This design comes from an exercise in tuning for small area, a short achievable clock period and few clock cycles on the open sky130 flow, not from production work.
At most, simulation tests tie the RTL to the original design; equivalence was not proved.
No functional check of the RTL was part of runs 2 to 4.
Power is estimated from default activity; no workload was simulated.

### design/flow/config.mk
export PLATFORM = sky130hd
export DESIGN_NAME = rbsm_matcher
export DESIGN_NICKNAME = rbsm_matcher
export VERILOG_FILES = /design/flow/design.v
export SDC_FILE = /design/flow/constraint.sdc
export NUM_CORES = 4
export LEC_CHECK = 0
export CAP_MARGIN = 0
export CORE_MARGIN = 2
export CORE_UTILIZATION = 40
export CTS_CLUSTER_DIAMETER = 100
export CTS_CLUSTER_SIZE = 24
export PLACE_DENSITY = 0.55
export SETUP_SLACK_MARGIN = 5
export SLEW_MARGIN = 0
### design/flow/constraint.sdc
create_clock -name core_clock -period 8.0 [get_ports {clk}]
set_input_delay 1.6000 -clock core_clock [delete_from_list [all_inputs] [get_ports {clk}]]
set_output_delay 1.6000 -clock core_clock [all_outputs]
set_load 0.01 [all_outputs]
### design/flow/design.v
module rbsm_matcher #(
    parameter PAT_MAX = 8,     
    parameter N_SLOT  = 11     
) (
    input  wire        clk,
    input  wire        rst,           
    input  wire        pl_clr,        
    input  wire        pl_push,       
    input  wire [3:0]  pl_slot,
    input  wire [7:0]  pl_byte,
    input  wire        cmd_wait,
    input  wire        cmd_mok,
    input  wire        cmd_merr,
    input  wire        cmd_clr,
    input  wire [31:0] cmd_timeout,
    input  wire        ms_tick,
    input  wire        rx_valid,
    input  wire [7:0]  rx_byte,
    output wire        rx_ready,
    output wire        busy,
    output reg         done,
    output reg  [2:0]  outcome,
    output wire        urc_valid,
    output reg  [2:0]  urc_index,
    input  wire        urc_done
);
    localparam LW = $clog2(PAT_MAX + 1);
    localparam HN = PAT_MAX - 1;           
    localparam [2:0] O_OK      = 3'd1,
                     O_ERROR   = 3'd2,
                     O_TIMEOUT = 3'd3,
                     O_MATCH1  = 3'd4;
    reg        busy_r, scan_r, urc_r, rep_r;
    reg        mok, merr;
    reg [31:0] remain;
    reg        dirty;                      
    assign busy      = busy_r;
    assign rx_ready  = scan_r;
    assign urc_valid = urc_r;
    wire take   = rx_valid && scan_r;
    wire accept = !busy_r && cmd_wait;
    reg [8*PAT_MAX-1:0] pat [0:N_SLOT-1];
    reg [LW-1:0]        len [0:N_SLOT-1];
    reg       ld_clr, ld_push;
    reg [3:0] ld_slot;
    reg [7:0] ld_byte;
    always @(posedge clk) begin
        ld_clr  <= pl_clr && !rst;
        ld_push <= pl_push && !pl_clr && !rst;
        ld_slot <= pl_slot;
        ld_byte <= pl_byte;
    end
    reg [N_SLOT-1:0] len_is1;
    integer s;
    always @(*) begin
        for (s = 0; s < N_SLOT; s = s + 1)
            len_is1[s] = ((ld_clr || ld_push) && ld_slot == s) ? (ld_push && len[s] == 0)
                                                               : (len[s] == 1);
    end
    always @(posedge clk) begin
        for (s = 0; s < N_SLOT; s = s + 1) begin
            if (rst || (ld_clr && ld_slot == s))
                len[s] <= {LW{1'b0}};
            else if (ld_push && ld_slot == s && len[s] != PAT_MAX)
                len[s] <= len[s] + 1'b1;
            if (ld_push && ld_slot == s && len[s] != PAT_MAX)
                pat[s] <= {pat[s][8*PAT_MAX-9:0], ld_byte};
        end
    end
    reg [8*HN-1:0] hist;
    reg [HN-1:0]   hval;
    reg [7:0]      rbyte;                  
    wire [7:0] nbyte = rep_r ? rbyte : rx_byte;
    wire clr_hist = (accept && cmd_clr) || (urc_r && urc_done);
    wire clr_pre  = clr_hist || (accept && dirty && !hval[0]);
    wire unshift  = accept && !cmd_clr && dirty && hval[0];
    reg [N_SLOT-1:0] pre, pre_n;
    reg              ok_k;
    integer i, k;
    always @(*) begin
        for (i = 0; i < N_SLOT; i = i + 1) begin
            ok_k = (nbyte == pat[i][15:8]);
            for (k = 2; k < PAT_MAX; k = k + 1)
                if (k < len[i] && !(hval[k-2] && hist[8*(k-2) +: 8] == pat[i][8*k +: 8]))
                    ok_k = 1'b0;
            pre_n[i] = (len[i] == 1) || (len[i] > 1 && ok_k);
        end
    end
    reg pre_ok, pre_err;
    wire pre_ok_n  = (nbyte == 8'h0D) && hval[1] && (hist[15:0] == {"O", "K"});
    wire pre_err_n = (nbyte == 8'h0D) && hval[4] &&
                     (hist[39:0] == {"E", "R", "R", "O", "R"});
    always @(posedge clk) begin
        if (take || rep_r) begin
            pre     <= pre_n;
            pre_ok  <= pre_ok_n;
            pre_err <= pre_err_n;
        end else if (clr_pre) begin
            pre     <= len_is1;
            pre_ok  <= 1'b0;
            pre_err <= 1'b0;
        end
    end
    always @(posedge clk) begin
        if (rst || clr_hist)
            hval <= {HN{1'b0}};
        else if (unshift)
            hval <= {1'b0, hval[HN-1:1]};
        else if (take || rep_r)
            hval <= {hval[HN-2:0], 1'b1};
    end
    always @(posedge clk) begin
        if (unshift) begin
            hist  <= {hist[8*HN-1 -: 8], hist[8*HN-1:8]};
            rbyte <= hist[7:0];
        end else if (take || rep_r) begin
            hist  <= {hist[8*HN-9:0], nbyte};
        end
    end
    always @(posedge clk) begin
        if (rst || pl_clr || pl_push)
            dirty <= 1'b1;
        else if (clr_pre || rep_r)
            dirty <= 1'b0;
    end
    reg [N_SLOT-1:0] hit;
    integer j;
    always @(*) begin
        for (j = 0; j < N_SLOT; j = j + 1)
            hit[j] = pre[j] && (rx_byte == pat[j][7:0]);
    end
    wire lf     = (rx_byte == 8'h0A);
    wire hit_ok = mok && pre_ok && lf;
    wire hit_er = merr && pre_err && lf;
    wire       urc_any = |hit[7:0];
    wire       out_any = |hit[10:8] || hit_ok || hit_er;
    reg  [2:0] arb_idx, arb_outcome;
    integer u;
    always @(*) begin
        arb_idx = 3'd0;
        for (u = 7; u >= 0; u = u - 1)
            if (hit[u]) arb_idx = u[2:0];
        if (hit[8])       arb_outcome = O_MATCH1;
        else if (hit[9])  arb_outcome = O_MATCH1 + 3'd1;
        else if (hit[10]) arb_outcome = O_MATCH1 + 3'd2;
        else if (hit_ok)  arb_outcome = O_OK;
        else              arb_outcome = O_ERROR;
    end
    wire remain_zero = (remain == 32'd0);
    wire finish = scan_r && (rx_valid ? (out_any && !urc_any) : remain_zero);
    always @(posedge clk) begin
        if (rst) begin
            busy_r <= 1'b0;
            scan_r <= 1'b0;
            urc_r  <= 1'b0;
            rep_r  <= 1'b0;
            done   <= 1'b0;
        end else begin
            done  <= finish;
            rep_r <= unshift;
            if (!busy_r) begin
                busy_r <= cmd_wait;
                scan_r <= cmd_wait && !unshift;
            end else if (rep_r) begin
                scan_r <= 1'b1;
            end else if (urc_r) begin
                if (urc_done) begin
                    urc_r  <= 1'b0;
                    scan_r <= 1'b1;
                end
            end else begin
                if (take && urc_any) begin
                    scan_r <= 1'b0;
                    urc_r  <= 1'b1;
                end
                if (finish) begin
                    scan_r <= 1'b0;
                    busy_r <= 1'b0;
                end
            end
        end
    end
    always @(posedge clk) begin
        if (accept) begin
            mok    <= cmd_mok;
            merr   <= cmd_merr;
            remain <= cmd_timeout;
        end else if (busy_r && ms_tick && !remain_zero) begin
            remain <= remain - 1'b1;
        end
        outcome <= rx_valid ? arb_outcome : O_TIMEOUT;
        if (scan_r)
            urc_index <= arb_idx;
    end
endmodule
### design/flow/run.sh
#!/bin/bash
# synth_recipe.tcl (not shown) runs the flow's synth.tcl, then flattens the netlist and writes it again
# the make line also repeats each setting of config.mk as NAME=value (left out here)
make -C /OpenROAD-flow-scripts/flow DESIGN_CONFIG=/design/flow/config.mk WORK_HOME=/design/flow/orfs CLKGATE_MAP_FILE= SYNTH_SCRIPT=/design/flow/synth_recipe.tcl finish
==> flow_summary.yaml, run 1 <==
run_status:
  status: "finished clean"
power_and_ir_drop:
  vdd_ir_drop_max_mv: 0.150
  power.density_nw_per_um2: 185
  leakagePower_nw: 14.3
synthesis:
  synthesis.nets: 2930
  synth_simple_gate_area_share_pct: 9.24
  ys.flop_type: "edfxtp_1"
  synth_top_family_by_area: "XOR/XNOR gates"
  synth_area_um2: 39200
  synth_compound_area_share_pct: 3.16
  synth_seq_area_share_pct: 66.4
  synth-edff-count: 818
  postSynth.asyncResetShare_pct: 0
  avgSynthCellArea_um2: 13.9
  syn_inst: 2822
  synthAdderAreaFrac_pct: 1.44
  synth_mux_area_share_pct: 0.654
  synth_cell_types: 70
  synth_xor_area_share_pct: 17.0
  ys_warn_count: 3
  ys_ff_latch: 892
grt:
  grt_pass1_vias: 22800
  grt_overflow: 0
  grt_pass1_wl_mm: 158
  grt_usage_pct: 21.6
  grt_max_degree: 69
  antenna_found_initial: 4
route:
  wl_per_cell_um: 25.6
  wirelength_mm: 110
  dr.pass1.iters: 5
  post-route-drc-count: 0
  vias: 23100
  viasPerCell: 5.39
  drt_iter0_drc: 2089
  ant_nets: 0
flow_run:
  drv_cap: 0
critical_path:
  crit_chain: "nand2b_1 > nor3_1 > o211a_4 > nand4_1 > xnor2_1 > nor2_1"
  startpoint_type: "flip-flop"
  cp-end-kind: "flip-flop"
  slowest_delay_ns: 0.99
  path_max_fanout: 34
  crit_slowest_cell: "nor3_1"
  critPathKind: "flip-flop to flip-flop"
  worst_ep_required_time_ns: 8.50
  critPathArrivalTime_ns: 3.52
finish:
  syn_to_final_growth_pct: 13.7
  fillers: 8568
  layoutNonFillerInstCount: 4284
  finalNetCount: 3081
  drive_gt1_share_pct: 11.2
timing:
  period_minus_slack_ns: 3.02
  tightestPinTransition_ns: 1.17
  timing.final.crit_share_pct: 37.7
  timing.setup.tns_ns: 0
  finalMaxSlewViolations: 0
  slew_headroom_pct: 21.3
  rsz0062_at_grt: "true"
  whs_ns: 0.458
  max_freq_mhz: 332
  setup_violations: 0
  finalClockSkew_ns: 0.0370
  setup_slack_ns: 4.98
  hold_violations: 0
floorplanning:
  row_count: 114
  die_h_um: 317
  die-area_um2: 101000
  start_util_pct: 40.4
  die_w_um: 317
  io_pins: 73
  core_um2: 97000
clocking:
  tritoncts: "done"
  clockBufferDepth: 3
  clockRootBuffer: "clkbuf_16"
  ctsHoldBuffers: 0
  cts.clk_slew.worst_paths_ns: 0.10
  htree_levels: 2
  clk_latency_ns: 0.63
  cts_inserted_buffers: 43
  clkSinkCount: 892
place:
  post-place-cells: 4095
  pre_cts_ws_ns: 3.32
  dp_hpwl_mm: 75.7
  gp_congestion: 0.880
  io_buffers: 72
hold_path:
  hold_class: "flip-flop to flip-flop"
## synthesized netlist by cell type, types with 4 or more instances
master | number | area (µm²)
edfxtp_1 | 818 | 24600
or4_1 | 7 | 52.6
nor4_1 | 77 | 482
nor3_1 | 78 | 390
a32oi_1 | 11 | 96.3
nand2b_1 | 11 | 68.8
buf_4 | 13 | 97.6
o22ai_1 | 7 | 43.8
nand2_1 | 237 | 890
a21o_1 | 11 | 82.6
mux2i_1 | 12 | 120
buf_1 | 38 | 143
xnor2_1 | 391 | 3420
buf_2 | 22 | 110
dfxtp_1 | 74 | 1480
o31a_1 | 5 | 43.8
a31oi_1 | 20 | 125
inv_1 | 40 | 150
ha_1 | 45 | 563
xor2_1 | 372 | 3260
nand4_1 | 113 | 707
a41o_1 | 4 | 40.0
nor4b_1 | 7 | 61.3
mux2i_2 | 5 | 68.8
o31ai_1 | 7 | 52.6
and3_1 | 5 | 31.3
nand3_1 | 38 | 190
a311oi_1 | 5 | 43.8
o211a_1 | 7 | 70.1
and2_1 | 5 | 31.3
nor2_1 | 123 | 462
a21oi_1 | 32 | 160
o21ai_0 | 32 | 160
o21ai_1 | 15 | 75.1
a2111oi_0 | 8 | 70.1
clkbuf_1 | 72 | 270
## routing by layer
metal  routed length (µm)  GRT usage, %  part of all wire (%)
met3                 6550          2.92                   6.0
met5                   15             0                 0.014
met4                 3440          6.81                   3.1
met1                50500          31.2                    46
met2                49400          33.9                    45
## final timing paths
path / from / endpoint / slack (ns) / depth (start not counted)
worst max register to register: ld_slot[3]$_DFF_P_ / len[8][3]$_SDFFE_PP0P_ / 4.98 / 6
worst min register to register: pat[0][27]$_DFFE_PP_ / pat[0][35]$_DFFE_PP_ / 0.46 / 0
worst max-delay path: ld_slot[3]$_DFF_P_ / len[8][3]$_SDFFE_PP0P_ / 4.98 / 6
worst min-delay path: pat[0][27]$_DFFE_PP_ / pat[0][35]$_DFFE_PP_ / 0.46 / 0
## power by group
group	internal (W)	switching, W	total, W
Clock	0.00110	0.00144	0.00255
Combinational	0.000229	0.000288	0.000517
Sequential	0.00509	0.0000778	0.00517
## through the flow
stage | power (W) | area [µm²] | utilization [%]
floorplan | 0.00553 | 39500 | -
global placement | 0.00570 | 41700 | 43.0
detailed placement | 0.00571 | 41700 | 43.0
CTS | 0.00827 | 44200 | 45.5
global route | 0.00847 | 44600 | 46.0
finish | 0.00824 | 44600 | 46.0
## flip-flops by register name, indices dropped and copies added, names as in the netlist, 3 cells and up
register   count
remain        32
ld_slot        4
ld_byte        8
urc_index      3
hval           7
hist          56
rbyte          8
pre           11
pat          704
outcome        3
len           44
## repair_timing
action                     CTS  global route
resized for setup          117            56
setup endpoints to repair  300           242
pin swaps                   21            29
cloned                      10             5
setup buffers               77            17
## logic make-up (layout without fill, tap and decap cells)
group	Yosys count	in the layout
adder cells (fa/ha/maj)	45	45
AO/OA/AOI/OAI	184	188
buffers and inverters	189	368
flip-flops	892	892
XOR/XNOR	763	763
AND/OR/NAND/NOR	729	731
other	0	1
multiplexers	20	20
## layout make-up
type | instances | area, µm² | area share [%]
sequential | 892 | 26100 | 58.5
multi-input combinational | 1747 | 13000 | 29.1
timing repair buffer | 248 | 2530 | 5.67
tap | 1276 | 1600 | 3.58
clock buffer | 75 | 1240 | 2.78
inverter | 41 | 155 | 0.348
clock inverter | 4 | 51.3 | 0.115
antenna | 1 | 2.50 | 0.00561
## layout by cell type, fill, tap and decap left out, drive strengths merged, types with 5 or more instances in the layout
master,Yosys,layout
edfxtp,818,818
xnor2,391,391
xor2,372,372
nand2,237,237
buf,76,176
nor2,124,124
nand4,113,113
clkbuf,72,82
nor3,79,80
nor4,78,78
dfxtp,74,74
clkdlybuf4s50,0,52
o21ai,47,47
ha,45,45
inv,40,41
nand3,39,39
a21oi,32,32
a31oi,20,21
mux2i,20,20
a32oi,11,11
a21o,11,11
dlygate4sd2,0,11
nand2b,11,11
o211a,7,10
o31ai,8,8
a2111oi,8,8
or4,7,7
nor4b,7,7
o22ai,7,7
and3,5,5
o31a,5,5
a311oi,5,5
and2,5,5
## worst max-delay path: cells and delay by family (launching register included)
family,cells,cell delay [ns]
AO/OA/AOI/OAI,1,0.62
XOR/XNOR,1,0.17
flip-flops,1,0.51
AND/OR/NAND/NOR,4,1.57
Testbench counts, summed over its fixed seeds: cycles 21,841.
==> run 2: changes to the inputs <==
--- a/design/flow/design.v
+++ b/design/flow/design.v
@@ -31,5 +31,5 @@
                      O_TIMEOUT = 3'd3,
                      O_MATCH1  = 3'd4;
-    reg        busy_r, scan_r, urc_r, rep_r;
+    reg        busy_r, scan_r, urc_r, uns_r, rep_r;
     reg        mok, merr;
     reg [31:0] remain;
@@ -74,5 +74,6 @@
     wire clr_hist = (accept && cmd_clr) || (urc_r && urc_done);
     wire clr_pre  = clr_hist || (accept && dirty && !hval[0]);
-    wire unshift  = accept && !cmd_clr && dirty && hval[0];
+    wire replay   = accept && !cmd_clr && dirty && hval[0];
+    wire unshift  = uns_r;
     reg [N_SLOT-1:0] pre, pre_n;
     reg              ok_k;
@@ -154,12 +155,16 @@
             scan_r <= 1'b0;
             urc_r  <= 1'b0;
+            uns_r  <= 1'b0;
             rep_r  <= 1'b0;
             done   <= 1'b0;
         end else begin
             done  <= finish;
-            rep_r <= unshift;
+            uns_r <= replay;
+            rep_r <= uns_r;
             if (!busy_r) begin
                 busy_r <= cmd_wait;
-                scan_r <= cmd_wait && !unshift;
+                scan_r <= cmd_wait && !replay;
+            end else if (uns_r) begin
+                scan_r <= 1'b0;
             end else if (rep_r) begin
                 scan_r <= 1'b1;
--- a/design/flow/config.mk
+++ b/design/flow/config.mk
@@ -8,8 +8,8 @@
 export CAP_MARGIN = 0
 export CORE_MARGIN = 2
-export CORE_UTILIZATION = 40
-export CTS_CLUSTER_DIAMETER = 100
+export CORE_UTILIZATION = 50
+export CTS_CLUSTER_DIAMETER = 80
 export CTS_CLUSTER_SIZE = 24
-export PLACE_DENSITY = 0.55
+export PLACE_DENSITY = 0.62
 export SETUP_SLACK_MARGIN = 5
 export SLEW_MARGIN = 0
==> run 2 against run 1 <==
Clock skew down 0.0081 ns. Global-route usage up 4.4 points. Critical path depth grew 1. Power grew 0.72%. Sequential power about the same. Non-clock buffer count shrank 26. Synthesized cell count is 3.3% lower. Register-to-register slack worse by 0.05 ns. Core utilization increased by 11 points. First-iteration DRC count grew 28%. Still clean. Final area is 1.0% lower.
==> flow_summary.yaml, run 2 <==
run_status:
  status: "finished clean"
synthesis:
  synth_compound_area_share_pct: 3.32
  yosys.area.top_type_share_pct: 62.5
  synth_top_family_by_area: "XOR/XNOR gates"
  synth_simple_gate_area_share_pct: 7.90
  netlist_top_cells_count: "edfxtp_1, xnor2_1, xor2_1"
  synth-edff-count: 818
  synth_cell_types: 79
  syn_inst: 2730
  synth_area_um2: 39300
  ys.flop_type: "edfxtp_1"
  postSynth.asyncResetShare_pct: 0
  ys_warn_count: 3
  yosys.area.top_type: "edfxtp_1"
  synth.area.top_cells: "edfxtp_1, xnor2_1, xor2_1"
  synthAdderAreaFrac_pct: 1.43
  ys_ff_latch: 893
  synth_seq_area_share_pct: 66.3
  synth.most_common_cell: "edfxtp_1"
  synth_mux_area_share_pct: 1.87
  synthesis.nets: 2838
  avgSynthCellArea_um2: 14.4
  synth_xor_area_share_pct: 17.0
critical_path:
  critPathArrivalTime_ns: 3.56
  r2r-start: "hist[4]$_DFFE_PP_"
  worst_ep_required_time_ns: 8.50
  cp-end-kind: "flip-flop"
  ff2ff_path_depth: 7
  worst_r2r_endpoint: "pre[2]$_DFFE_PP_"
  critPathKind: "flip-flop to flip-flop"
  startpoint_type: "flip-flop"
  path_max_fanout: 8
  rrSetupSlack_ns: 4.94
timing:
  rsz0062_at_grt: "true"
  max_freq_mhz: 326
  timing.final.crit_share_pct: 38.3
  finalMaxSlewViolations: 0
  tightestPinTransition_ns: 1.14
  timing.setup.tns_ns: 0
  hold_violations: 0
  slew_headroom_pct: 23.8
  finalClockSkew_ns: 0.0289
  setup_violations: 0
  period_minus_slack_ns: 3.06
power_and_ir_drop:
  vdd_ir_drop_max_mv: 0.171
  leakagePower_nw: 13.8
  power.density_nw_per_um2: 188
route:
  wirelength_mm: 107
  wl_per_cell_um: 27.2
  post-route-drc-count: 0
  drt_iter0_drc: 2682
  vias: 22700
  dr.pass1.iters: 7
  viasPerCell: 5.77
  ant_nets: 0
place:
  gp_congestion: 0.940
  dp_hpwl_mm: 75.5
  post-place-cells: 3759
  io_buffers: 72
finish:
  largest-register: "pat"
  final_common_cell: "edfxtp_1"
  layout_common_cells: "edfxtp_1, xnor2_1, xor2_1"
  largest_register_ffs: 704
  multi_input_area_um2: 13000
  final_util_pct: 56.9
  layout.area.seq_um2: 26100
  syn_to_final_growth_pct: 12.3
  fillers: 6280
  drive_gt1_share_pct: 12.5
  reg.largest.list: "pat: 704 flops, hist: 56 flops, len: 44 flops"
  layoutNonFillerInstCount: 3940
  finalNetCount: 2970
grt:
  grt_usage_pct: 26.0
  grt_overflow: 0
  grt_max_degree: 69
  antenna_found_initial: 4
  grt_pass1_vias: 22100
  grt_pass1_wl_mm: 154
clocking:
  tritoncts: "done"
  cts.clk_slew.worst_paths_ns: 0.10
  clockBufferDepth: 3
  clkSinkCount: 893
  cts_inserted_buffers: 46
  clockRootBuffer: "clkbuf_16"
  htree_levels: 2
  clk_latency_ns: 0.63
hold_path:
  hold_end: "pat[2][15]$_DFFE_PP_"
  hold_class: "flip-flop to flip-flop"
  min_from: "pat[2][7]$_DFFE_PP_"
  hold_depth: 0
floorplanning:
  io_pins: 73
  die-area_um2: 80800
  row_count: 102
  start_util_pct: 50.6
  core_um2: 77600
  die_h_um: 284
  die_w_um: 284
flow_run:
  drv_cap: 0
-- run 2: changes by cell type in the layout (fill, tap and decap cells not counted), moves of 19 or more --
cell	delta
xnor2_1	+80
xor2_1	-76
mux2_2	+32
buf_4	-19
nor3_1	-24
nand2_1	-131
-- run 2: area by class of cell --
cell class | instances | area share [%]
timing repair buffer | 222 | 4.87
clock buffer | 72 | 2.90
inverter | 55 | 0.482
sequential | 893 | 59.1
tap | 1040 | 2.95
clock inverter | 12 | 0.323
antenna | 2 | 0.0113
multi-input combinational | 1644 | 29.4
-- run 2: report_power, final --
part	leakage (nW)	internal, W	switching (W)	total (W)
combinational	5.12	0.000206	0.000242	0.000447
clock	0.678	0.00117	0.00150	0.00267
sequential	8.02	0.00509	0.0000829	0.00518
total	13.8	0.00647	0.00182	0.00829
-- run 2: how the worst max path moves through the flow --
stage	cells after the start	startpoint	endpoint
floorplan	9	rx_byte[6]	pre[3]$_DFFE_PP_
global placement	9	rx_byte[7]	pre[3]$_DFFE_PP_
detailed placement	9	rx_byte[7]	pre[3]$_DFFE_PP_
CTS	6	ld_slot[0]$_DFF_P_	len[9][3]$_SDFFE_PP0P_
global route	6	ld_slot[0]$_DFF_P_	len[9][3]$_SDFFE_PP0P_
finish	7	hist[4]$_DFFE_PP_	pre[2]$_DFFE_PP_
-- run 2: through the flow --
stage                     instance area [µm²]  worst slack [ns]  total power, W  hold slack [ns]
after detailed placement                41300              3.67         0.00566            0.455
after global placement                  41300              3.77         0.00565            0.455
after CTS                               43600              4.94         0.00832            0.473
after floorplan                         39600              4.89         0.00551            0.424
final                                   44100              4.94         0.00829            0.467
after global routing                    44100              4.86         0.00853            0.473
-- run 2: timing repair --
| action | 4_1_cts | 5_1_grt |
|---|---|---|
| setup buffers | 64 | 24 |
| pin swaps | 27 | 38 |
| hold buffers | 0 | 0 |
| endpoints found under the setup margin | 135 | 210 |
| resized for setup | 81 | 70 |
| gates cloned | 2 | 5 |
-- run 2: per-layer routing --
| layer | GRT usage [%] | vias to the layer above | part of all wire [%] |
|---|---|---|---|
| li1 | - | 10200 | - |
| met4 | 7.61 | 4 | 3.1 |
| met1 | 38.1 | 11400 | 44 |
| met2 | 39.9 | 948 | 45 |
| met3 | 4.62 | 184 | 7.8 |
| met5 | 0 | - | 0.021 |
-- run 2: critical path, cell delays in order, from the launching register on --
cell	delay, ns
edfxtp_1	0.82
buf_4	0.38
xnor2_1	0.15
nand4_1	0.10
nor4_1	0.66
nand4_1	0.19
o32ai_1	0.43
o21a_1	0.19
-- run 2: kinds of logic (layout without fill, tap and decap cells) --
kind of cell,count (synthesis),count (layout)
fa+ha+maj,45,45
compound gates,187,191
mux,62,62
flops,893,893
other cells,0,2
buf+inv,198,361
xor+xnor,762,762
simple gates,583,584
==> run 3: changes to the inputs <==
--- a/design/flow/design.v
+++ b/design/flow/design.v
@@ -31,5 +31,6 @@
                      O_TIMEOUT = 3'd3,
                      O_MATCH1  = 3'd4;
-    reg        busy_r, scan_r, urc_r, uns_r, rep_r;
+    reg        busy_r, scan_r, urc_r, rep_r;
+    reg [2:0]  rcnt;
     reg        mok, merr;
     reg [31:0] remain;
@@ -70,10 +71,9 @@
     reg [8*HN-1:0] hist;
     reg [HN-1:0]   hval;
-    reg [7:0]      rbyte;                  
-    wire [7:0] nbyte = rep_r ? rbyte : rx_byte;
+    wire [7:0] nbyte = rep_r ? hist[8*HN-1 -: 8] : rx_byte;
     wire clr_hist = (accept && cmd_clr) || (urc_r && urc_done);
     wire clr_pre  = clr_hist || (accept && dirty && !hval[0]);
     wire replay   = accept && !cmd_clr && dirty && hval[0];
-    wire unshift  = uns_r;
+    wire rep_end  = rep_r && rcnt == HN - 1;
     reg [N_SLOT-1:0] pre, pre_n;
     reg              ok_k;
@@ -106,21 +106,21 @@
         if (rst || clr_hist)
             hval <= {HN{1'b0}};
-        else if (unshift)
-            hval <= {1'b0, hval[HN-1:1]};
-        else if (take || rep_r)
+        else if (rep_r)
+            hval <= {hval[HN-2:0], hval[HN-1]};
+        else if (take)
             hval <= {hval[HN-2:0], 1'b1};
     end
     always @(posedge clk) begin
-        if (unshift) begin
-            hist  <= {hist[8*HN-1 -: 8], hist[8*HN-1:8]};
-            rbyte <= hist[7:0];
-        end else if (take || rep_r) begin
-            hist  <= {hist[8*HN-9:0], nbyte};
-        end
+        if (take || rep_r)
+            hist <= {hist[8*HN-9:0], nbyte};
+        if (replay)
+            rcnt <= 3'd0;
+        else if (rep_r)
+            rcnt <= rcnt + 1'b1;
     end
     always @(posedge clk) begin
         if (rst || pl_clr || pl_push)
             dirty <= 1'b1;
-        else if (clr_pre || rep_r)
+        else if (clr_pre || rep_end)
             dirty <= 1'b0;
     end
@@ -155,18 +155,15 @@
             scan_r <= 1'b0;
             urc_r  <= 1'b0;
-            uns_r  <= 1'b0;
             rep_r  <= 1'b0;
             done   <= 1'b0;
         end else begin
             done  <= finish;
-            uns_r <= replay;
-            rep_r <= uns_r;
             if (!busy_r) begin
                 busy_r <= cmd_wait;
                 scan_r <= cmd_wait && !replay;
-            end else if (uns_r) begin
-                scan_r <= 1'b0;
+                rep_r  <= replay;
             end else if (rep_r) begin
-                scan_r <= 1'b1;
+                scan_r <= rep_end;
+                rep_r  <= !rep_end;
             end else if (urc_r) begin
                 if (urc_done) begin
==> run 3 against run 2 <==
Still clean on timing, DRC and antenna. Count of clock-buffer cells in the layout is 8 lower. Register-to-register slack worse by 0.03 ns. Maximum frequency down 4.9%. Core utilization down 0.27 points. Synthesized area fell by 2.5%. First-iteration DRC count decreased by 19%. Synthesized cell count fell by 2.6%. Global-route usage shrank 0.87 points. Setup slack lost 0.16 ns. Worst hold slack better by 0.0021 ns. Via count shrank 4.5%. Critical path depth increased by 6. Critical endpoint is now pre[0]$_DFFE_PP_. Largest cell class unchanged. Highest routed layer is now met4.
==> flow_summary.yaml, run 3 <==
critical_path:
  critPathKind: "input pin to flip-flop"
  rrSetupSlack_ns: 4.91
  worst_r2r_endpoint: "pat[1][1]$_DFFE_PP_"
  crit_chain: "buf_6 > buf_12 > mux2i_4 > buf_6 > buf_6 > buf_4 > buf_6 > xor2_1 > nand4_1 > or4_1 > nor4_2 > a22o_1 > nor2b_1"
  slowest_delay_ns: 0.48
  critPathArrivalTime_ns: 3.68
  path_max_fanout: 4
  cp-end-kind: "flip-flop"
  startpoint_type: "input pin"
  worst_ep_required_time_ns: 8.46
  cp_common_cell: "buf_6"
  crit_slowest_cell: "or4_1"
  ff2ff_path_depth: 3
  r2r-start: "ld_slot[0]$_DFF_P_"
route:
  ant_nets: 0
  drt_iter0_drc: 2168
  vias: 21700
  viasPerCell: 5.60
  wl_per_cell_um: 25.4
  wirelength_mm: 98.5
  dr.pass1.iters: 7
  post-route-drc-count: 0
timing:
  rsz0062_at_grt: "true"
  max_freq_mhz: 310
  hold_violations: 0
  tightestPinTransition_ns: 1.24
  timing.setup.tns_ns: 0
  timing.final.crit_share_pct: 40.3
  finalClockSkew_ns: 0.0196
  setup_violations: 0
  slew_headroom_pct: 16.8
  setup_slack_ns: 4.78
  finalMaxSlewViolations: 0
  period_minus_slack_ns: 3.22
finish:
  finalNetCount: 2935
  final_common_cell: "edfxtp_1"
  reg.largest.list: "pat: 704 flops, hist: 56 flops, len: 44 flops"
  drive_gt1_share_pct: 9.92
  fin_area_um2: 43000
  antenna_cells: 0
  largest-register: "pat"
  final_util_pct: 56.6
  syn_to_final_growth_pct: 12.2
  largest_register_ffs: 704
  layout_common_cells: "edfxtp_1, xnor2_1, xor2_1"
synthesis:
  synth_simple_gate_area_share_pct: 8.16
  synthAdderAreaFrac_pct: 1.54
  yosys.area.top_type: "edfxtp_1"
  synth_area_um2: 38300
  synth_cell_types: 68
  ys_ff_latch: 887
  netlist_top_cells_count: "edfxtp_1, xnor2_1, xor2_1"
  ys_warn_count: 3
  synth.most_common_cell: "edfxtp_1"
  synth_top_family_by_area: "XOR/XNOR gates"
  synthesis.nets: 2770
  synth_xor_area_share_pct: 17.5
  synth_seq_area_share_pct: 67.5
  yosys.area.top_type_share_pct: 63.5
  synth.area.top_cells: "edfxtp_1, xnor2_1, xor2_1"
  postSynth.asyncResetShare_pct: 0
  syn_inst: 2660
  avgSynthCellArea_um2: 14.4
  synth_mux_area_share_pct: 0.663
  synth_compound_area_share_pct: 2.97
  ys.flop_type: "edfxtp_1"
  synth-edff-count: 810
clocking:
  clockRootBuffer: "clkbuf_16"
  htree_levels: 2
  clkSinkCount: 887
  clk_latency_ns: 0.61
  clockBufferDepth: 3
  cts_inserted_buffers: 44
  tritoncts: "done"
  cts.clk_slew.worst_paths_ns: 0.10
floorplanning:
  die_h_um: 281
  core_um2: 75900
  start_util_pct: 50.4
  die_w_um: 281
  io_pins: 73
  row_count: 101
  die-area_um2: 78800
place:
  placed_area_um2: 40600
  io_buffers: 72
  dp_hpwl_mm: 71.3
  gp_congestion: 0.901
  pre_cts_ws_ns: 3.33
flow_run:
  drv_cap: 0
hold_path:
  hold_depth: 2
  hold_end: "hval[6]$_SDFFE_PP0N_"
  min_from: "hval[6]$_SDFFE_PP0N_"
  hold_class: "flip-flop to flip-flop"
grt:
  use_met1_pct: 36.6
  use_met2_pct: 39.0
  grt_most_used_layer: "met2"
  grt_usage_pct: 25.1
  antenna_found_initial: 1
  grt_pass1_vias: 21300
  use_met3_pct: 4.23
  grt_overflow: 0
  grt_pass1_wl_mm: 144
  grt_max_degree: 69
power_and_ir_drop:
  leakagePower_nw: 13.5
  p_clk_share_pct: 31.4
  seq_power_share_pct: 63.5
  p_sw_w: 0.00172
  swShare_pct: 21.3
  vdd_ir_drop_max_mv: 0.195
  comb_power_share_pct: 5.1
  power.density_nw_per_um2: 188
  p_int_w: 0.00635
run_status:
  status: "finished clean"
run 3: cell count changes after synthesis, sizes merged, moves of 11 or more:
cell    change
mux2i      -11
mux2       -31
clkbuf     -34
xnor2      -38
nor3       +12
xor2       +40
nand2      +31
nor4       -13
run 3: critical path: cells and delay by family:
kind / cells / cell delay, ns
XOR/XNOR: 1 / 0.17
AO/OA/AOI/OAI: 1 / 0.15
multiplexers: 1 / 0.17
buffers and inverters: 6 / 0.64
AND/OR/NAND/NOR: 4 / 0.94
run 3: cell families (layout without fill, tap and decap cells):
logic type	after synthesis	in the layout
flip-flops	887	887
XOR/XNOR	764	764
AND/OR/NAND/NOR	610	610
buffers and inverters	163	353
AO/OA/AOI/OAI	169	171
multiplexers	20	20
adder cells (fa/ha/maj)	47	47
run 3: how the worst max path moves through the flow:
stage	start	end	slack (ns)	cells past startpoint
6_report	rx_byte[4]	pre[0]$_DFFE_PP_	4.78	13
3_3_place_gp	rx_byte[1]	pre[5]$_DFFE_PP_	3.39	8
2_1_floorplan	rx_byte[7]	pre[5]$_DFFE_PP_	4.70	8
5_1_grt	rx_byte[4]	pre[0]$_DFFE_PP_	4.67	13
4_1_cts	rx_byte[1]	pre[5]$_DFFE_PP_	4.78	8
3_5_place_dp	rx_byte[1]	pre[5]$_DFFE_PP_	3.33	8
run 3: routing by layer:
layer | vias to the layer above | part of all wire [%]
met5 | - | 0
met4 | 0 | 2.9
met3 | 159 | 6.6
met2 | 786 | 46
met1 | 10800 | 45
li1 | 9941 | -
run 3: area by class of cell:
cell class	count	area, µm²
fill	6032	33000
sequential	887	25900
multi-input combinational	1612	12200
timing repair buffer	220	2070
tap	1030	1290
clock buffer	64	1220
inverter	60	229
clock inverter	9	82.6
run 3: power groups by stage:
stage / clock network [W] / registers (W) / logic [W]
2_1_floorplan: 0 / 0.00520 / 0.000242
3_3_place_gp: 0 / 0.00522 / 0.000347
3_5_place_dp: 0 / 0.00522 / 0.000357
4_1_cts: 0.00258 / 0.00512 / 0.000394
5_1_grt: 0.00273 / 0.00512 / 0.000440
6_report: 0.00254 / 0.00512 / 0.000409
run 3: stage by stage:
step                total power, W  instances  hold slack [ns]
detailed placement         0.00558       3736            0.453
finish                     0.00806       3882            0.469
global route               0.00830       3882            0.491
CTS                        0.00809       3859            0.468
global placement           0.00557       3736            0.444
floorplan                  0.00544       2660            0.424
run 3: repair_timing:
action,4_1_cts,5_1_grt
endpoints found under the setup margin,142,174
hold buffers,0,0
gates resized for setup,103,46
buffers inserted,49,21
gates cloned,1,2
pin swaps,25,26
==> run 4: changes to the inputs <==
--- a/design/flow/config.mk
+++ b/design/flow/config.mk
@@ -8,8 +8,8 @@
 export CAP_MARGIN = 0
 export CORE_MARGIN = 2
-export CORE_UTILIZATION = 50
+export CORE_UTILIZATION = 45
 export CTS_CLUSTER_DIAMETER = 80
-export CTS_CLUSTER_SIZE = 24
-export PLACE_DENSITY = 0.62
+export CTS_CLUSTER_SIZE = 26
+export PLACE_DENSITY = 0.6
 export SETUP_SLACK_MARGIN = 5
 export SLEW_MARGIN = 0
==> run 4 against run 3 <==
Still clean on timing, DRC and antenna. Core utilization shrank 5.0 points. Critical path depth fell by 7. Die area rose by 11%. Sequential power barely moved. Sequential share of layout area down 0.48 points. Wire length rose by 3.2%. Critical path type is now flip-flop to flip-flop. Highest routed layer is now met5.
==> flow_summary.yaml, run 4 <==
grt:
  grt_max_degree: 69
  antenna_found_initial: 5
  grt_pass1_vias: 21700
  grt_overflow: 0
  grt_usage_pct: 23.3
  grt_pass1_wl_mm: 148
finish:
  syn_to_final_growth_pct: 13.1
  drive_gt1_share_pct: 10.2
  largest-register: "pat"
  finalNetCount: 2948
  layout_common_cells: "edfxtp_1, xnor2_1, xor2_1"
  final_common_cell: "edfxtp_1"
  fin_area_um2: 43300
  reg.largest.list: "pat: 704 flops, hist: 56 flops, len: 44 flops"
  largest_register_ffs: 704
  final_util_pct: 51.6
critical_path:
  startpoint_type: "flip-flop"
  critPathKind: "flip-flop to flip-flop"
  critPathArrivalTime_ns: 3.55
  cp-end-kind: "flip-flop"
  rrSetupSlack_ns: 4.95
  slowest_delay_ns: 0.98
  worst_ep_required_time_ns: 8.50
  r2r-start: "hist[42]$_DFFE_PN_"
  crit_slowest_cell: "edfxtp_1"
  path_delay_family: "flip-flops"
  ff2ff_path_depth: 6
  worst_r2r_endpoint: "pre[4]$_DFFE_PP_"
  cp_num_buf_inv: 0
  crit_chain: "xnor2_1 > nand4_1 > nor4_1 > a41oi_1 > o31a_1 > o21ba_4"
  path_max_fanout: 12
hold_path:
  hold_class: "flip-flop to flip-flop"
  hold_end: "hval[6]$_SDFFE_PP0N_"
  min_from: "hval[6]$_SDFFE_PP0N_"
  hold_depth: 2
place:
  io_buffers: 72
  dp_hpwl_mm: 73.0
  gp_congestion: 0.890
  placed_area_um2: 40700
route:
  top_layer: "met5"
  ant_nets: 0
  post-route-drc-count: 0
  drt_iter0_drc: 2333
  dr.pass1.iters: 7
  wl_met1_mm: 45.1
  dr_wl_met2_mm: 46.4
  viasPerCell: 5.48
  vias: 22000
  wl_per_cell_um: 25.4
  wl_met3_mm: 7.33
  wirelength_mm: 102
synthesis:
  synth_area_um2: 38300
  netlist_top_cells_count: "edfxtp_1, xnor2_1, xor2_1"
  syn_inst: 2660
  synthesis.nets: 2770
  synth.most_common_cell: "edfxtp_1"
  synth.area.top_cells: "edfxtp_1, xnor2_1, xor2_1"
  ys.flop_type: "edfxtp_1"
  avgSynthCellArea_um2: 14.4
  ys_warn_count: 3
  synth-edff-count: 810
  yosys.area.top_type: "edfxtp_1"
  ys_ff_latch: 887
  postSynth.asyncResetShare_pct: 0
  synth_cell_types: 68
  yosys.area.top_type_share_pct: 63.5
  synth_seq_area_share_pct: 67.5
timing:
  timing.setup.tns_ns: 0
  finalClockSkew_ns: 0.0244
  finalMaxSlewViolations: 0
  hold_violations: 0
  tightestPinTransition_ns: 1.11
  period_minus_slack_ns: 3.05
  slew_headroom_pct: 25.5
  whs_ns: 0.467
  max_freq_mhz: 328
  rsz0062_at_grt: "true"
  timing.final.crit_share_pct: 38.1
  setup_violations: 0
power_and_ir_drop:
  vdd_ir_drop_max_mv: 0.171
  p_int_w: 0.00635
  total_power_w: 0.00810
  seq_power_share_pct: 63.2
  leakagePower_nw: 13.6
  p_clk_share_pct: 31.6
  power.density_nw_per_um2: 187
  swShare_pct: 21.6
  comb_power_share_pct: 5.2
  p_sw_w: 0.00175
clocking:
  clk_latency_ns: 0.63
  clockBufferDepth: 3
  ctsHoldBuffers: 0
  tritoncts: "done"
  clockRootBuffer: "clkbuf_16"
  clkSinkCount: 887
  htree_levels: 2
  cts_inserted_buffers: 42
  cts.clk_slew.worst_paths_ns: 0.10
floorplanning:
  io_pins: 73
  core_um2: 84000
  start_util_pct: 45.6
  die-area_um2: 87500
  row_count: 106
  die_w_um: 296
  die_h_um: 296
run_status:
  status: "finished clean"
flow_run:
  drv_cap: 0
run 4: per-layer routing:
layer	track usage, %	vias up
li1	-	9992
met5	0	-
met3	4.17	149
met1	33.1	11000
met2	36.8	826
met4	6.87	6
run 4: through the flow:
step	worst slack, ns	std cells
2_1_floorplan	4.70	2660
3_3_place_gp	3.36	3834
3_5_place_dp	3.26	3834
4_1_cts	4.85	3981
5_1_grt	4.80	4006
6_report	4.95	4007
run 4: layout make-up:
| type | count | area [µm²] |
|---|---|---|
| multi-input combinational | 1612 | 12200 |
| antenna | 1 | 2.50 |
| fill | 6916 | 40600 |
| clock inverter | 13 | 143 |
| clock buffer | 65 | 1190 |
| sequential | 887 | 25900 |
| inverter | 60 | 234 |
| tap | 1134 | 1420 |
| timing repair buffer | 235 | 2320 |
run 4: power by group through the flow:
stage	registers (W)	clock network [W]	logic, W
after floorplan	0.00520	0	0.000242
after detailed placement	0.00523	0	0.000350
after global routing	0.00513	0.00276	0.000454
after global placement	0.00523	0	0.000343
after CTS	0.00512	0.00261	0.000407
final	0.00512	0.00256	0.000421
run 4: worst max path at each step:
stage / start / to / slack [ns] / cells past startpoint
after floorplan: rx_byte[7] / pre[5]$_DFFE_PP_ / 4.70 / 8
after CTS: rx_byte[4] / pre[5]$_DFFE_PP_ / 4.85 / 9
after global placement: rx_valid / pre[3]$_DFFE_PP_ / 3.36 / 9
after detailed placement: rx_valid / pre[3]$_DFFE_PP_ / 3.26 / 9
final: hist[42]$_DFFE_PN_ / pre[4]$_DFFE_PP_ / 4.95 / 6
after global routing: hist[42]$_DFFE_PN_ / pre[4]$_DFFE_PP_ / 4.80 / 6
run 4: cell families after synthesis:
logic type               share of synthesized area (%)
AO/OA/AOI/OAI                                     2.97
AND/OR/NAND/NOR                                   8.16
buffers and inverters                             1.68
multiplexers                                     0.663
adder cells (fa/ha/maj)                           1.54
XOR/XNOR                                          17.5
flip-flops                                        67.5
run 4: timing repair:
action / in CTS / in global routing
cloned: 5 / 2
resized for setup: 100 / 34
pin swaps: 13 / 8
buffers inserted: 64 / 23
setup endpoints to repair: 186 / 90
run 4: worst min-delay path: stages (launching register included):
cell and delay [ns]:
dfxtp_1 0.33, nand2_1 0.05, a21oi_1 0.05
==> run 5: changes to the inputs <==
--- a/design/flow/design.v
+++ b/design/flow/design.v
@@ -76,14 +76,16 @@
     wire replay   = accept && !cmd_clr && dirty && hval[0];
     wire rep_end  = rep_r && rcnt == HN - 1;
-    reg [N_SLOT-1:0] pre, pre_n;
+    reg [N_SLOT-1:0] pre_a, pre_r, pre_a_n, pre_r_n;
+    wire [N_SLOT-1:0] pre = pre_a & pre_r;
     reg              ok_k;
     integer i, k;
     always @(*) begin
         for (i = 0; i < N_SLOT; i = i + 1) begin
-            ok_k = (nbyte == pat[i][15:8]);
+            pre_a_n[i] = (len[i] == 1) || (nbyte == pat[i][15:8]);
+            ok_k = (len[i] != 0);
             for (k = 2; k < PAT_MAX; k = k + 1)
                 if (k < len[i] && !(hval[k-2] && hist[8*(k-2) +: 8] == pat[i][8*k +: 8]))
                     ok_k = 1'b0;
-            pre_n[i] = (len[i] == 1) || (len[i] > 1 && ok_k);
+            pre_r_n[i] = ok_k;
         end
     end
@@ -94,9 +96,11 @@
     always @(posedge clk) begin
         if (take || rep_r) begin
-            pre     <= pre_n;
+            pre_a   <= pre_a_n;
+            pre_r   <= pre_r_n;
             pre_ok  <= pre_ok_n;
             pre_err <= pre_err_n;
         end else if (clr_pre) begin
-            pre     <= len_is1;
+            pre_a   <= {N_SLOT{1'b1}};
+            pre_r   <= len_is1;
             pre_ok  <= 1'b0;
             pre_err <= 1'b0;
==> run 5 against run 4 <==
Die area rose by 0.44%. Global-route usage is 0.59 points lower. Clock skew about the same. Sequential power grew 2%. Flip-flop and latch count is 11 higher. Via count decreased by 1.7%. Power up 2.4%. Maximum frequency is 3.4% higher. Critical endpoint is now scan_r$_SDFFE_PP0P_. Still clean on timing, DRC and antenna. Combinational power shrank 2%. Sequential share of layout area up 1.5 points. Largest cell class unchanged. Setup slack better by 0.099 ns.
==> flow_summary.yaml, run 5 <==
route:
  vias: 21600
  drt_iter0_drc: 2200
  ant_nets: 0
  viasPerCell: 5.47
  post-route-drc-count: 0
  wl_per_cell_um: 25.2
  dr.pass1.iters: 5
  wirelength_mm: 99.3
critical_path:
  critPathArrivalTime_ns: 3.51
  worst_ep_required_time_ns: 8.56
  crit_slowest_cell: "nor3_4"
  r2r-start: "hist[2]$_DFFE_PN_"
  ff2ff_path_depth: 7
  path_delay_family: "simple AND/OR/NAND/NOR gates"
  crit_chain: "clkdlybuf4s15_2 > bufbuf_16 > xnor2_1 > and3_1 > nand3_1 > nand2b_1 > nor3_4 > nor3b_2 > o21a_1"
  worst_r2r_endpoint: "pre_r[1]$_DFFE_PP_"
  critPathKind: "input pin to flip-flop"
  cp_num_buf_inv: 2
  slowest_delay_ns: 0.42
  cp-end-kind: "flip-flop"
  path_max_fanout: 5
  startpoint_type: "input pin"
  rrSetupSlack_ns: 5.15
timing:
  max_freq_mhz: 339
  whs_ns: 0.469
  slew_headroom_pct: 27.8
  timing.setup.tns_ns: 0
  tightestPinTransition_ns: 1.08
  hold_violations: 0
  timing.final.crit_share_pct: 36.9
  setup_slack_ns: 5.05
  setup_violations: 0
  finalMaxSlewViolations: 0
  period_minus_slack_ns: 2.95
  rsz0062_at_grt: "false"
  finalClockSkew_ns: 0.0240
finish:
  largest-register: "pat"
  fin_area_um2: 42800
  reg.largest.list: "pat: 704 flops, hist: 56 flops, len: 44 flops"
  drive_gt1_share_pct: 7.86
  finalNetCount: 2865
  largest_register_ffs: 704
  fillers: 7066
  layout_common_cells: "edfxtp_1, xor2_1, xnor2_1"
  antenna_cells: 0
  layout.area.seq_um2: 26200
  final_common_cell: "edfxtp_1"
  syn_to_final_growth_pct: 11.3
  multi_input_area_um2: 12100
grt:
  grt_most_used_layer: "met2"
  use_met2_pct: 35.5
  grt_max_degree: 69
  grt_pass1_vias: 21200
  grt_overflow: 0
  antenna_found_initial: 5
  grt_usage_pct: 22.7
  grt_pass1_wl_mm: 145
  use_met3_pct: 2.95
  use_met1_pct: 33.7
hold_path:
  hold_end: "pat[2][39]$_DFFE_PP_"
  hold_depth: 0
  hold_class: "flip-flop to flip-flop"
  min_from: "pat[2][31]$_DFFE_PP_"
clocking:
  tritoncts: "done"
  clkSinkCount: 898
  ctsHoldBuffers: 0
  cts_inserted_buffers: 44
  htree_levels: 2
  cts.clk_slew.worst_paths_ns: 0.10
  clockBufferDepth: 3
  clockRootBuffer: "clkbuf_16"
  clk_latency_ns: 0.62
floorplanning:
  die_h_um: 296
  die_w_um: 296
  die-area_um2: 87900
  row_count: 107
  io_pins: 73
  start_util_pct: 45.3
  core_um2: 85000
synthesis:
  synthesis.nets: 2759
  synth_seq_area_share_pct: 68.1
  ys_ff_latch: 898
  netlist_top_cells_count: "edfxtp_1, xor2_1, xnor2_1"
  ys_warn_count: 3
  postSynth.asyncResetShare_pct: 0
  synth.most_common_cell: "edfxtp_1"
  synth.area.top_cells: "edfxtp_1, xor2_1, xnor2_1"
  syn_inst: 2660
  yosys.area.top_type: "edfxtp_1"
  avgSynthCellArea_um2: 14.5
  synth_cell_types: 67
  synth_area_um2: 38500
  yosys.area.top_type_share_pct: 64.1
  synth-edff-count: 821
  ys.flop_type: "edfxtp_1"
flow_run:
  drv_cap: 0
power_and_ir_drop:
  leakagePower_nw: 13.6
  power.density_nw_per_um2: 194
  vdd_ir_drop_max_mv: 0.141
  total_power_w: 0.00829
run_status:
  status: "finished clean"
place:
  io_buffers: 72
  pre_cts_ws_ns: 3.05
  placed_area_um2: 40900
  dp_hpwl_mm: 70.3
  gp_congestion: 0.915
run 5: cells by family (layout without fill, tap and decap cells):
group	after synthesis	in the layout	synth area share (%)
DFF	898	898	68.1
and+or+nand+nor	595	595	8.08
AOI/OAI and AO/OA	194	198	3.19
xor gates and xnor gates	765	765	17.4
buffers and inverters	153	289	1.56
adders and majority gates	36	36	1.17
muxes	19	19	0.494
run 5: cell type report:
class	instances	area share, %
clock inverters	17	0.389
inverters	53	0.482
flip-flops and latches	898	61.2
clock buffers	63	2.91
repair buffers	156	3.45
multi-input cells	1613	28.2
well taps	1144	3.34
run 5: worst register-to-register path, cell delays in order (launching register included):
cell	delay, ns
edfxtp_1	0.96
xor2_1	0.17
nor4_1	0.29
nand4_1	0.31
nor3_1	0.30
o21ai_0	0.15
a2111oi_0	0.40
a21o_1	0.14
run 5: routing by layer:
metal	wire [µm]	up-vias	part of all wire, %
li1	-	9874	-
met3	5560	140	5.6
met1	46000	10900	46
met4	2260	0	2.3
met5	0	-	0
met2	45500	700	46
run 5: where the power goes:
part           internal [W]  switching (W)  leakage, nW
logic              0.000174       0.000240         4.86
registers           0.00514      0.0000929         8.05
clock network       0.00116        0.00150        0.680
total               0.00647        0.00183         13.6
run 5: metrics by stage:
step | utilization, % | instances
CTS | 50.2 | 3929
detailed placement | 48.1 | 3834
global placement | 48.1 | 3834
global route | 50.4 | 3944
floorplan | - | 2660
finish | 50.4 | 3944
run 5: worst max path at each step:
| stage | startpoint | endpoint | slack, ns | cells after the start |
|---|---|---|---|---|
| 5_1_grt | rx_byte[4] | busy_r$_SDFF_PP0_ | 4.99 | 10 |
| 6_report | rx_byte[4] | scan_r$_SDFFE_PP0P_ | 5.05 | 9 |
| 3_3_place_gp | rx_byte[6] | pre_err$_SDFFCE_PP0P_ | 3.10 | 6 |
| 4_1_cts | rx_valid | pre_err$_SDFFCE_PP0P_ | 4.88 | 8 |
| 3_5_place_dp | rx_byte[6] | pre_err$_SDFFCE_PP0P_ | 3.05 | 6 |
| 2_1_floorplan | ms_tick | remain[0]$_DFFE_PP_ | 4.45 | 2 |
run 5: timing repair:
item	in CTS	in global routing
setup buffers	8	15
pin swaps	1	10
gates resized for setup	72	25
gates cloned	7	0
endpoints found under the setup margin	220	50
endpoints found under the hold margin	0	0
Testbench counts of run 5, summed over its fixed seeds: cycles 21,841.
==> run 6: changes to the inputs <==
==> design/flow/flow/run.sh (new file) <==
#!/bin/bash
set -euo pipefail
bash standard.sh SETUP_SLACK_MARGIN=5.3 finish > standard_flow.log 2>&1
==> design/flow/standard.sh (new file) <==
#!/bin/bash
# synth_recipe.tcl (not shown) runs the flow's synth.tcl, then flattens the netlist and writes it again
# the make line also repeats each setting of config.mk as NAME=value (left out here)
make -C /OpenROAD-flow-scripts/flow DESIGN_CONFIG=/design/flow/config.mk WORK_HOME=/design/flow/orfs CLKGATE_MAP_FILE= SYNTH_SCRIPT=/design/flow/synth_recipe.tcl "${@:-finish}"
removed: design/flow/run.sh
==> run 6 against run 5 <==
Still clean. Cell count grew 1.6%. Clock power grew 5%. Power grew 2.0%. Wire length grew 0.66%. Die area is the same. Setup slack gained 0.16 ns. Clock skew grew 0.0062 ns. Non-clock buffer count grew 62. Largest power group unchanged.
==> flow_summary.yaml, run 6 <==
synthesis:
  netlist_top_cells_count: "edfxtp_1, xor2_1, xnor2_1"
  synth_cell_types: 67
  yosys.area.top_type_share_pct: 64.1
  synthesis.nets: 2759
  syn_inst: 2660
  ys.flop_type: "edfxtp_1"
  synth_area_um2: 38500
  synth-edff-count: 821
  postSynth.asyncResetShare_pct: 0
  synth_seq_area_share_pct: 68.1
  ys_warn_count: 3
  synth.area.top_cells: "edfxtp_1, xor2_1, xnor2_1"
  yosys.area.top_type: "edfxtp_1"
  avgSynthCellArea_um2: 14.5
  ys_ff_latch: 898
  synth.most_common_cell: "edfxtp_1"
place:
  post-place-cells: 3827
  dp_hpwl_mm: 70.5
  io_buffers: 72
  gp_congestion: 0.878
critical_path:
  worst_ep_required_time_ns: 6.40
  cp_num_buf_inv: 1
  critPathKind: "flip-flop to output port"
  slowest_delay_ns: 0.43
  worst_r2r_endpoint: "remain[21]$_DFFE_PP_"
  critPathArrivalTime_ns: 1.20
  ff2ff_path_depth: 7
  path_max_fanout: 1
  startpoint_type: "flip-flop"
  path_delay_family: "flip-flops"
  crit_slowest_cell: "edfxtp_1"
  r2r-start: "remain[2]$_DFFE_PP_"
  crit_chain: "buf_6"
  cp-end-kind: "output port"
  rrSetupSlack_ns: 5.28
grt:
  antenna_found_initial: 0
  grt_max_degree: 69
  grt_pass1_vias: 21100
  grt_usage_pct: 22.7
  grt_overflow: 0
  grt_pass1_wl_mm: 145
route:
  ant_nets: 0
  dr.pass1.iters: 8
  dr_wl_met2_mm: 45.0
  viasPerCell: 5.48
  wl_met3_mm: 6.12
  top_layer: "met4"
  wirelength_mm: 100
  vias: 22000
  wl_met1_mm: 46.5
  drt_iter0_drc: 2286
  wl_per_cell_um: 24.9
  post-route-drc-count: 0
floorplanning:
  die_w_um: 296
  die_h_um: 296
  start_util_pct: 45.3
  row_count: 107
  die-area_um2: 87900
  core_um2: 85000
  io_pins: 73
timing:
  hold_violations: 0
  finalMaxSlewViolations: 0
  tightestPinTransition_ns: 1.03
  max_freq_mhz: 358
  finalClockSkew_ns: 0.0302
  rsz0062_at_grt: "true"
  setup_violations: 0
  slew_headroom_pct: 31.2
  timing.final.crit_share_pct: 35.0
  period_minus_slack_ns: 2.80
  whs_ns: 0.465
  timing.setup.tns_ns: 0
finish:
  layout_common_cells: "edfxtp_1, xor2_1, xnor2_1"
  largest-register: "pat"
  final_common_cell: "edfxtp_1"
  fillers: 7005
  reg.largest.list: "pat: 704 flops, hist: 56 flops, len: 44 flops"
  antenna_cells: 0
  layoutNonFillerInstCount: 4008
  finalNetCount: 2930
  drive_gt1_share_pct: 11.6
  largest_register_ffs: 704
  syn_to_final_growth_pct: 14.0
power_and_ir_drop:
  power.density_nw_per_um2: 193
  leakagePower_nw: 14.0
  total_power_w: 0.00846
  vdd_ir_drop_max_mv: 0.144
flow_run:
  drv_cap: 0
clocking:
  htree_levels: 2
  cts.clk_slew.worst_paths_ns: 0.10
  ctsHoldBuffers: 0
  clkSinkCount: 898
  tritoncts: "done"
  clockBufferDepth: 3
  clockRootBuffer: "clkbuf_16"
  cts_inserted_buffers: 46
  clk_latency_ns: 0.63
hold_path:
  hold_class: "flip-flop to flip-flop"
  hold_end: "pat[2][60]$_DFFE_PP_"
  hold_depth: 0
  min_from: "pat[2][52]$_DFFE_PP_"
run_status:
  status: "finished clean"
==> run 6: cell type report <==
type,instances,area [µm²],area share [%]
clock buffers,60,1220,2.79
repair buffers,218,2120,4.83
flip-flops and latches,898,26200,59.7
well taps,1144,1430,3.26
clock inverters,21,294,0.670
repair inverters,1,11.3,0.0257
multi-input cells,1613,12400,28.2
inverters,53,225,0.513
==> run 6: logic make-up after synthesis <==
family | after synthesis | share of synthesized area (%)
mux | 19 | 0.494
compound gates | 194 | 3.19
flops | 898 | 68.1
buf+inv | 153 | 1.56
xor+xnor | 765 | 17.4
simple gates | 595 | 8.08
fa+ha+maj | 36 | 1.17
==> run 6: how the worst max path moves through the flow <==
stage,from,endpoint,slack (ns),cells after the start
2_1_floorplan,ms_tick,remain[0]$_DFFE_PP_,4.45,2
3_3_place_gp,rx_valid,pre_r[3]$_DFFE_PP_,3.39,7
3_5_place_dp,rx_valid,pre_r[3]$_DFFE_PP_,3.32,7
4_1_cts,urc_index[2]$_SDFFCE_PP0P_,urc_index[2],5.15,1
5_1_grt,urc_index[2]$_SDFFCE_PP0P_,urc_index[2],5.15,1
6_report,urc_index[2]$_SDFFCE_PP0P_,urc_index[2],5.20,1
==> run 6: timing repair <==
| item | in CTS | in global routing |
|---|---|---|
| setup buffers | 40 | 54 |
| setup endpoints to repair | 515 | 232 |
| resized for setup | 152 | 52 |
| pin swaps | 11 | 19 |
| cloned | 4 | 2 |
==> run 6: worst register-to-register path: cells and delay by family (launching register included) <==
family           cells  cell delay, ns
XOR/XNOR             1            0.15
AO/OA/AOI/OAI        1            0.06
AND/OR/NAND/NOR      5            1.85
flip-flops           1            0.41
==> run 6: metal layers <==
| metal | track usage [%] | vias up |
|---|---|---|
| li1 | - | 10000 |
| met1 | 34.4 | 11100 |
| met2 | 34.9 | 765 |
| met3 | 2.85 | 137 |
| met4 | 5.41 | 0 |
| met5 | 0 | - |
==> run 6: power breakdown <==
| group | total, W | internal, W | switching, W |
|---|---|---|---|
| combinational | 0.000457 | 0.000195 | 0.000262 |
| clock | 0.00279 | 0.00124 | 0.00155 |
| sequential | 0.00522 | 0.00514 | 0.0000802 |
| total | 0.00846 | 0.00657 | 0.00190 |
==> run 6: stage by stage <==
step / cell area [µm²] / util [%] / setup slack [ns]
finish: 43900 / 51.6 / 5.20
global route: 43900 / 51.6 / 5.15
CTS: 43100 / 50.7 / 5.15
detailed placement: 41000 / 48.2 / 3.32
global placement: 41000 / 48.2 / 3.39
floorplan: 39000 / - / 4.45
==> run 7: changes to the inputs <==
==> design/flow/flow/run.sh (replaced) <==
#!/bin/bash
set -euo pipefail
bash standard.sh SETUP_SLACK_MARGIN=5.5 finish > standard_flow.log 2>&1
==> run 7 against run 6 <==
Still clean. Non-clock buffer count grew 77. Final area grew 2.8%. Power grew 1.1%. Cell count grew 1.9%. Sequential power is essentially flat. Critical path depth is the same. Sequential share of layout area shrank 1.6 points. Clock skew is essentially flat. Via count grew 0.61%. Synthesized area is the same. Highest routed layer unchanged.
==> flow_summary.yaml, run 7 <==
finish:
  antenna_cells: 0
  layoutNonFillerInstCount: 4085
  reg.largest.list: "pat: 704 flops, hist: 56 flops, len: 44 flops"
  fillers: 6912
  drive_gt1_share_pct: 15.8
  multi_input_area_um2: 12700
  layout.area.seq_um2: 26200
  layout_common_cells: "edfxtp_1, xor2_1, xnor2_1"
  largest-register: "pat"
  syn_to_final_growth_pct: 17.2
  largest_register_ffs: 704
  final_common_cell: "edfxtp_1"
  finalNetCount: 3007
grt:
  grt_usage_pct: 23.2
  grt_max_degree: 69
  antenna_found_initial: 2
  grt_pass1_wl_mm: 149
  grt_pass1_vias: 21800
  grt_overflow: 0
critical_path:
  worst_ep_required_time_ns: 6.40
  cp_num_buf_inv: 1
  path_delay_family: "flip-flops"
  crit_slowest_cell: "edfxtp_1"
  cp-end-kind: "output port"
  path_max_fanout: 1
  crit_chain: "buf_6"
  startpoint_type: "flip-flop"
  worstSetupStartpoint: "urc_index[0]$_SDFFCE_PP0P_"
  critPathArrivalTime_ns: 1.21
  slowest_delay_ns: 0.43
  r2r-start: "remain[3]$_DFFE_PP_"
  critPathKind: "flip-flop to output port"
clocking:
  clk_latency_ns: 0.63
  ctsHoldBuffers: 0
  cts.clk_slew.worst_paths_ns: 0.10
  clockBufferDepth: 3
  htree_levels: 2
  clockRootBuffer: "clkbuf_16"
  cts_inserted_buffers: 46
  clkSinkCount: 898
  tritoncts: "done"
timing:
  setup_violations: 0
  timing.setup.tns_ns: 0
  hold_violations: 0
  tightestPinTransition_ns: 0.980
  period_minus_slack_ns: 2.81
  timing.final.crit_share_pct: 35.2
  slew_headroom_pct: 34.6
  finalMaxSlewViolations: 0
  max_freq_mhz: 355
  rsz0062_at_grt: "true"
  finalClockSkew_ns: 0.0300
route:
  viasPerCell: 5.41
  wirelength_mm: 102
  post-route-drc-count: 0
  ant_nets: 0
  drt_iter0_drc: 2221
  vias: 22100
  dr.pass1.iters: 5
  wl_per_cell_um: 25.0
floorplanning:
  io_pins: 73
  core_um2: 85000
  die-area_um2: 87900
  die_w_um: 296
  start_util_pct: 45.3
  die_h_um: 296
  row_count: 107
hold_path:
  hold_class: "flip-flop to flip-flop"
  min_from: "pat[3][7]$_DFFE_PP_"
run_status:
  status: "finished clean"
synthesis:
  synth.area.top_cells: "edfxtp_1, xor2_1, xnor2_1"
  netlist_top_cells_count: "edfxtp_1, xor2_1, xnor2_1"
  yosys.area.top_type: "edfxtp_1"
  avgSynthCellArea_um2: 14.5
  postSynth.asyncResetShare_pct: 0
  yosys.area.top_type_share_pct: 64.1
  synth_seq_area_share_pct: 68.1
  ys.flop_type: "edfxtp_1"
  synth_cell_types: 67
  synth.most_common_cell: "edfxtp_1"
  synth-edff-count: 821
  ys_warn_count: 3
  synthesis.nets: 2759
  ys_ff_latch: 898
  synth_area_um2: 38500
  syn_inst: 2660
power_and_ir_drop:
  vdd_ir_drop_max_mv: 0.137
  total_power_w: 0.00856
  power.density_nw_per_um2: 190
  leakagePower_nw: 14.7
place:
  gp_congestion: 0.895
  post-place-cells: 3825
  io_buffers: 72
  dp_hpwl_mm: 70.4
flow_run:
  drv_cap: 0
run 7: cell count changes in the layout (fill, tap and decap cells not counted), sizes merged, moves of 2 or more:
cell	delta
clkinv	-3
bufbuf	+2
clkinvlp	+3
clkdlybuf4s50	-2
buf	+74
dlymetal6s2s	+2
run 7: through the flow:
stage | cell area, µm² | util (%) | hold slack [ns] | setup WS (ns)
final | 45100 | 53.1 | 0.469 | 5.19
after CTS | 44300 | 52.1 | 0.474 | 5.15
after detailed placement | 41200 | 48.4 | 0.454 | 3.34
after global placement | 41200 | 48.4 | 0.451 | 3.38
after global routing | 45100 | 53.1 | 0.487 | 5.15
after floorplan | 39300 | - | 0.424 | 4.46
run 7: kinds of logic after synthesis:
group / synth area share, %
compound gates: 3.19
buf+inv: 1.56
mux: 0.494
flops: 68.1
xor+xnor: 17.4
fa+ha+maj: 1.17
simple gates: 8.08
run 7: per-layer routing:
metal	vias up	part of all wire, %	wire length, µm	global-route usage (%)
li1	10200	-	-	-
met1	11100	46	47300	34.3
met2	710	46	46600	36.2
met3	134	5.7	5850	3.28
met4	0	2.4	2490	6.07
met5	-	0	0	0
run 7: where the power goes:
group | internal (W) | total, W | switching, W | leakage (nW)
Combinational | 0.000237 | 0.000531 | 0.000293 | 5.91
Sequential | 0.00514 | 0.00521 | 0.0000760 | 8.05
Clock | 0.00127 | 0.00281 | 0.00154 | 0.738
run 7: layout make-up:
class                      instances  area share [%]
inverter                          53           0.477
clock inverter                    22           0.702
multi-input combinational       1613            28.2
timing repair inverter             1          0.0194
tap                             1144            3.17
clock buffer                      59            2.73
timing repair buffer             295            6.59
sequential                       898            58.1
run 7: path summary, 6_finish.rpt:
check / slack (ns) / endpoint / depth (start not counted)
setup / recovery: 5.19 / urc_index[0] / 1
hold / removal: 0.47 / pat[3][15]$_DFFE_PP_ / 0
setup reg to reg: 5.40 / remain[21]$_DFFE_PP_ / 7
hold reg to reg: 0.47 / pat[3][15]$_DFFE_PP_ / 0
run 7: what timing repair did:
item,4_1_cts,5_1_grt
buffers inserted,118,48
gates resized for setup,183,88
endpoints found under the setup margin,354,116
pin swaps,28,35
gates cloned,10,3

[separate check: timing with driven ports]
No port has a modelled driver above. Below, the same layouts with a new extraction and two added sets of constraints. Step 1 (the two cells are an assumption about what drives the block):
set clk [get_ports {clk}]
set_driving_cell -lib_cell sky130_fd_sc_hd__clkbuf_16 $clk
set_driving_cell -lib_cell sky130_fd_sc_hd__buf_2 [delete_from_list [all_inputs] $clk]
Step 2 times the ports against the registers' clock, not the clock port: input delays grow and output delays shrink by t, the midpoint of the rising clock arrivals with the driver on. Slacks: ideal ports / drivers / drivers and shift; pairs: ideal ports / drivers.
run | shift t [ns] | setup WS [ns] | slew at the worst register clock pin (ns)
run 1 | 0.678 | 4.984 / 4.984 / 4.386 | 0.11 / 0.11
run 2 | 0.682 | 4.936 / 4.936 / 4.396 | 0.10 / 0.10
run 3 | 0.665 | 4.779 / 4.807 / 4.142 | 0.10 / 0.10
run 4 | 0.679 | 4.948 / 4.948 / 4.349 | 0.11 / 0.11
run 5 | 0.672 | 5.047 / 4.993 / 4.399 | 0.11 / 0.11
run 6 | 0.684 | 5.203 / 5.134 / 4.662 | 0.11 / 0.11
run 7 | 0.688 | 5.187 / 5.118 / 4.698 | 0.10 / 0.10
After both steps every run listed still meets setup and hold. For run 5, which loses most, drivers alone change the setup slack by -0.054 ns; drivers and shift together by -0.648 ns.
